Source: an optimization exercise on an open RTL-to-GDS flow (aim: small area, a short achievable clock period and few clock cycles). Production flows keep margins and buffers that such runs may drop.
Only simulation tests tie the RTL to the original design; equivalence was not proved.
Power figures rest on the tool's default switching activity, not on a simulated workload.

==> flow/design.v (excerpt) <==
module cnc_motion_core (
    input  wire        clk,
    input  wire        rst,
    input  wire        op_valid,
    output wire        op_ready,
    input  wire [1:0]  op_code,
    input  wire        op_offer,
    input  wire [8:0]  op_addr,
    input  wire [31:0] cmd_dx,
    input  wire [31:0] cmd_dy,
    input  wire [31:0] cmd_dz,
    input  wire [31:0] cmd_speed,
    output reg         rsp_valid,
    output wire        rsp_halted,
    output reg         rsp_consumed,
    output reg  [31:0] rsp_data,
    output wire [2:0]  step,
    output wire [2:0]  dir
);
Size in the first run: about 47000 sq um of cells after synthesis.
==> flow/config.mk <==
export PLATFORM = sky130hd
export DESIGN_NAME = cnc_motion_core
export DESIGN_NICKNAME = cnc_motion_core
export VERILOG_FILES = /design/flow/design.v
export SDC_FILE = /design/flow/constraint.sdc
export NUM_CORES = 4
export LEC_CHECK = 0
export CAP_MARGIN = 20
export CORE_MARGIN = 2
export CORE_UTILIZATION = 45
export PLACE_DENSITY = 0.65
export SLEW_MARGIN = 20
==> flow/constraint.sdc <==
create_clock -name core_clock -period 16.0 [get_ports {clk}]
set_input_delay 3.2000 -clock core_clock [delete_from_list [all_inputs] [get_ports {clk}]]
set_output_delay 3.2000 -clock core_clock [all_outputs]
set_load 0.01 [all_outputs]
standard.sh (not shown) runs the stock make flow with config.mk's settings and CLKGATE_MAP_FILE= SYNTH_SCRIPT=/design/flow/synth_recipe.tcl, a recipe that flattens the netlist after the stock synthesis.
==> flow/flow/run.sh <==
#!/bin/bash
# The standard layout (the standard.sh, standard synthesis included),
# with ORFS's timing repair asked to aim for a larger setup slack than the
# default, so that it works on paths that already meet the clock.
set -euo pipefail
bash standard.sh 'BUFFER_PORTS_ARGS=-buffer_cell sky130_fd_sc_hd__buf_4' SETUP_SLACK_MARGIN=11 finish > flow_make.log 2>&1
The starting point finished clean.
Testbench counts at the start, summed over its fixed seeds: cycles 502,958.
Next try:
--- a/flow/design.v
+++ b/flow/design.v
@@ -332,15 +332,15 @@
     wire accept  = op_valid && rdy;
     wire run_op  = accept && !halted;
     wire do_tick = run_op && (op_code == OP_TICK);
     wire [1:0] ps = smon_p ? smon_slot : rr_slot;
     wire poll_live = (qlen != 2'd0) && (ps != 2'd3);
     wire own_c = rt || dst == D_ABS || dst == D_OVF || dst == D_CHK || dst == D_SQ ||
                  ((dst == A_INIT || dst == B_INIT) && dax != 2'd3 && mov[dax]) ||
-                 dst == B_W2A || dst == B_W2;
+                 dst == B_W1 || dst == B_W2A || dst == B_W2;
     wire smon_go   = smon_p && !own_c && !pdue;
     wire tick_poll = do_tick && poll_live;
     wire smon_poll = smon_go && poll_live;
     wire poll_wr   = tick_poll || smon_poll;
     wire       q0       = (qlen == 2'd0);
     wire       q1n      = (qlen == 2'd1);
     wire       q2       = (qlen == 2'd2);
@@ -352,26 +352,21 @@
     ramp_rom u_rd_rom (.addr(op_addr[7:0]), .t(rom_t));
     reg  [31:0] rd_val;
     always @(*) begin
         case (op_addr[3:0])
             4'd0: rd_val = pos[0];
             4'd1: rd_val = pos[1];
             4'd2: rd_val = pos[2];
-            4'd3: rd_val = pos[0];
-            4'd4: rd_val = pos[1];
-            4'd5: rd_val = pos[2];
             4'd6: rd_val = {22'd0, qlen, 3'd0, halted, fault_cause, fault_axis};
             default: rd_val = 32'd0;
         endcase
         if (op_addr[8]) rd_val = {25'd0, rom_t};
     end
-    wire [2:0] rem_nz = {rem[2] != 32'd0, rem[1] != 32'd0, rem[0] != 32'd0};
-    wire rd_tgt = !op_addr[8] && ((op_addr[3:0] == 4'd3 && rem_nz[0]) ||
-                                  (op_addr[3:0] == 4'd4 && rem_nz[1]) ||
-                                  (op_addr[3:0] == 4'd5 && rem_nz[2]));
+    wire rd_tgt = !op_addr[8] && (op_addr[3:0] == 4'd3 || op_addr[3:0] == 4'd4 ||
+                                  op_addr[3:0] == 4'd5);
     reg [4:0] dst_n;
     reg [1:0] dax_n, rr_n, qlen_n, smon_slot_n, rt_ax_n, cause_n, faxis_n;
     reg [2:0] mov_n;
     reg       rt_n, smon_p_n, fast_n, halted_n, rsp_valid_n, dec_go;
     reg [4:0] dst_dn;             
     always @(*) begin
         dst_n       = dst;
@@ -528,15 +523,15 @@
                 default: ;
             endcase
         end
         dst_dn = dst_n;
         if (dec_go) dst_n = D_LD;
     end
     wire steal_n = ((dst_dn == A_INIT || dst_dn == B_INIT) && dax_n != 2'd3 && mov_n[dax_n]) ||
-                   dst_dn == B_W2A || dst_dn == B_W2;
+                   dst_dn == B_W1 || dst_dn == B_W2A || dst_dn == B_W2;
     wire own_n   = rt_n || dst_dn == D_ABS || dst_dn == D_OVF || dst_dn == D_CHK ||
                    dst_dn == D_SQ || steal_n;
     wire [1:0] sqn_n = (dax_n == 2'd2) ? 2'd0 : dax_n + 2'd1;
     wire [1:0] xi_n  = rt_n ? rt_ax_n : (dst_dn == D_SQ) ? sqn_n : dax_n;
     wire [1:0] ps_n  = smon_p_n ? smon_slot_n : rr_n;
     wire [1:0] ra_n  = own_n ? xi_n : ((ps_n == 2'd3) ? 2'd0 : ps_n);
     wire xa_pos_n = rt_n || dst_dn == D_OVF;
Result: The new run completed with no timing, DRC or antenna violations; worst hold slack got worse by 3.7 ps; final cell count stays flat; total power rose by 7.7%; via count came out higher by 1.9%; design area drops by 0.83%; core utilization goes down by 0.51 points; critical path depth goes down by 1; sequential power came out higher by about 3%.
Testbench counts after the change, summed over its fixed seeds: cycles 504,258.

re-timing with driven ports:
How much do the figures lean on ideal ports? The routed layouts below were timed once more, with nothing changed but the port constraints.
Step 1: set_driving_cell puts a clkbuf_16 on clk and a buf_2 on each other input, an assumption about the parent block.
Step 2 also shifts input and output timing later by t, the mid clock arrival at the registers, as if the neighbouring blocks saw the same clock.
Three values: ideal ports, drivers, drivers and shift; two values: the first two.
run | t (ns) | setup slack, ns | worst data-port slew with drivers (ns) | cell pins on the clock port's net
the first run | 0.747 | 10.914 / 10.934 / 10.187 | 0.06 | 1
the second run | 0.764 | 10.957 / 10.952 / 10.188 | 0.14 | 1
After both steps every run listed still meets setup and hold. For the second run, which loses most, drivers alone change the setup slack by -0.005 ns; drivers and shift together by -0.769 ns.
